What follows belongs to an exercise in optimizing a design on an open flow for small area, a short achievable clock period and few clock cycles per item; a production flow would make more cautious choices.
In this exercise RTL edits were held to simulation tests only and were not proved equivalent to the original.
Power and IR drop assume default switching activity.

// mano_engine
module mano_engine (
    input  wire        clk,
    input  wire        rst,
    input  wire        cmd_valid,
    output wire        cmd_ready,
    input  wire [1:0]  cmd_op,
    input  wire        cmd_fgi,
    input  wire        cmd_fgo,
    input  wire [7:0]  cmd_inpr,
    output wire        resp_valid,
    output reg         resp_error,
    output reg         resp_interrupt,
    output wire        mem_req,
    output wire        mem_we,
    output wire [11:0] mem_addr,
    output wire [15:0] mem_wdata,
    input  wire        mem_ack,
    input  wire [15:0] mem_rdata,
    output reg  [15:0] ir,
    output reg  [15:0] ac,
    output wire [15:0] dr,
    output reg  [11:0] pc,
    output reg  [11:0] ar,
    output reg  [15:0] mar,
    output wire [15:0] tr,
    output wire        flag_i,
    output reg         flag_e,
    output wire        flag_r,
    output reg         flag_ien,
    output reg         flag_fgi,
    output reg         flag_fgo,
    output reg  [7:0]  inpr,
    output reg  [7:0]  outr,
    output reg         halted
);
    localparam OP_LOAD = 2'd0;
    localparam OP_STEP = 2'd1;
    localparam OP_BACK = 2'd2;
    localparam OP_DUMP = 2'd3;
    localparam FW = 96;
    assign dr = 16'h0000;
    assign tr = 16'h0000;
    assign flag_i = ir[15];
    assign flag_r = flag_ien & (flag_fgi | flag_fgo);
    reg s_idle, s_f, s_op, s_op2, s_wr, s_resp;
    reg loaded;
    reg st_int;                  
    reg push;                    
    reg typ;                     
    reg [11:0] maddr;            
    reg [15:0] wr_data;
    reg        sh_v;             
    reg [11:0] sh_a;             
    reg [15:0] sh_d;             
    reg        sh_da, sh_dd;
    reg        req_busy;         
    wire       idle_ld  = s_idle & loaded;
    reg [FW-1:0] hist [0:15];
    reg [3:0]    htop;
    reg [3:0]    hm1, hp1;        
    reg [4:0]    hcount;
    wire acc    = s_idle & cmd_valid;
    wire c_step = cmd_op == OP_STEP;
    wire step0  = acc & c_step & loaded;
    assign cmd_ready  = s_idle;
    assign resp_valid = s_resp | (s_wr & mem_ack);
    assign mem_req    = s_idle & cmd_valid | req_busy;
    assign mem_we     = s_wr;
    wire int_n = st_int;
    assign mem_addr  = maddr;
    assign mem_wdata = wr_data;
    wire       fgi_n  = s_idle ? cmd_fgi  : flag_fgi;
    wire       fgo_n  = s_idle ? cmd_fgo  : flag_fgo;
  ...
For scale: ~4,200 cells after synthesis, about 1,700 flip-flops.
==> flow/config.mk <==
export PLATFORM = sky130hd
export DESIGN_NAME = mano_engine
export DESIGN_NICKNAME = mano_engine
export VERILOG_FILES = /design/flow/design.v
export SDC_FILE = /design/flow/constraint.sdc
export NUM_CORES = 4
export LEC_CHECK = 0
export CAP_MARGIN = 20
export CORE_MARGIN = 2
export CORE_UTILIZATION = 40
export CTS_CLUSTER_DIAMETER = 80
export CTS_CLUSTER_SIZE = 24
export SETUP_SLACK_MARGIN = 4.0
export SLEW_MARGIN = 20
export TNS_END_PERCENT = 5
==> flow/constraint.sdc <==
create_clock -name core_clock -period 7.0 [get_ports {clk}]
set_input_delay 1.4000 -clock core_clock [delete_from_list [all_inputs] [get_ports {clk}]]
set_output_delay 1.4000 -clock core_clock [all_outputs]
set_load 0.01 [all_outputs]
standard.sh (not shown) runs the stock make flow with config.mk's settings and CLKGATE_MAP_FILE= SYNTH_SCRIPT=/design/flow/synth_recipe.tcl, a recipe that flattens the netlist after the stock synthesis.
==> flow/flow/run.sh <==
#!/bin/bash
# Standard layout, with port buffers of a faster cell than buffer_ports picks.
export BUFFER_PORTS_ARGS="-buffer_cell sky130_fd_sc_hd__buf_4"
bash standard.sh > standard.log 2>&1
The starting point went through all stages and came out clean.
Testbench counts at the start, summed over its fixed seeds: cycles 82,208, commands 32,000.
Edit:
Settings changed: CTS_CLUSTER_DIAMETER 80 to 90, CTS_CLUSTER_SIZE 24 to 28, SETUP_SLACK_MARGIN 4.0 to 3.8.
After rerunning: The new run finished with timing, DRC and antenna clean; critical path depth does not change; utilization decreases by 1.1 points; non-clock buffer count decreases by 70; count of clock-buffer cells in the layout decreases by 24; final area decreases by 2.5%; worst setup slack gets worse by 20 ps; via count decreases by 1.5%; total power decreases by 5.5%; wire length decreases by 2.5%; clock power decreases by 16%; synthesized area stays the same.
Edit:
Settings changed: CTS_CLUSTER_DIAMETER 90 to unset, CTS_CLUSTER_SIZE 28 to unset, SETUP_SLACK_MARGIN 3.8 to 3.5, TNS_END_PERCENT 5 to unset.
Effect:
- sequential power barely changes
- worst setup slack is worse by 200 ps
- design area goes up by 3.0%
- non-clock buffer count goes down by 43
Edit:
Settings changed: CTS_CLUSTER_DIAMETER set to 70, CTS_CLUSTER_SIZE set to 20, SETUP_SLACK_MARGIN 3.5 to 4.0.
Die area does not change; sequential power barely changes; routed wire length rose by a few percent; total power fell by roughly a tenth; worst hold slack improves by 12 ps; non-clock buffer count rose by 265; worst setup slack improves by 210 ps; clock skew fell by 13 ps.


Starting RTL as in the previous note.
export LEC_CHECK = 0
export CAP_MARGIN = 20
export CORE_MARGIN = 2
export CORE_UTILIZATION = 40
export CTS_CLUSTER_DIAMETER = 80
export CTS_CLUSTER_SIZE = 24
export SETUP_SLACK_MARGIN = 3.8
export SLEW_MARGIN = 20
export TNS_END_PERCENT = 5
create_clock -name core_clock -period 7.0 [get_ports {clk}]
Scripts as last shown in full above: flow/flow/run.sh
Testbench counts at the start, summed over its fixed seeds: cycles 82,208, commands 32,000.
Edit:
- TNS_END_PERCENT: 5 -> not set
=> Power decreases by 1.4%; critical path depth is unchanged; sequential share of layout area is lower by 0.22 points; clock skew grows by 6.1 ps; setup slack gains 11 ps; global-route usage barely changes; synthesized area stays the same; die area stays the same; clock power shrinks by 5.6%; register-to-register slack gains 160 ps.

[re-timing with driven ports]
Ports are ideal in the flow. The routed layouts listed here were re-timed in OpenROAD.
Step 1 assumes that a clkbuf_16 drives the clock port and a buf_2 every other input.
Step 2 also shifts input and output timing later by t, the mid clock arrival at the registers, as if the neighbouring blocks saw the same clock.
Slacks: no drivers / after step 1 / after step 2; pairs: no drivers / after step 1.
run	shift t [ns]	slack for setup (ns)	worst hold slack (ns)	worst register clock-pin slew, ns
the first run of note 1	0.830	3.630 / 3.509 / 2.829	0.527 / 0.527 / 0.527	0.10 / 0.10
the second run of note 1	0.800	3.610 / 3.498 / 2.811	0.523 / 0.523 / 0.523	0.12 / 0.12
the third run of note 1	0.913	3.409 / 3.409 / 2.553	0.501 / 0.501 / 0.501	0.07 / 0.07
the fourth run of note 1	0.827	3.620 / 3.481 / 2.790	0.513 / 0.513 / 0.513	0.09 / 0.09
the first run of note 2	0.828	3.603 / 3.474 / 2.742	0.525 / 0.525 / 0.525	0.10 / 0.10
the second run of note 2	0.828	3.614 / 3.496 / 2.829	0.517 / 0.517 / 0.517	0.10 / 0.10
After both steps every run listed still meets setup and hold. The setup slack of the first run of note 2, which loses most, moves by -0.129 ns with the drivers and by -0.861 ns with both steps.
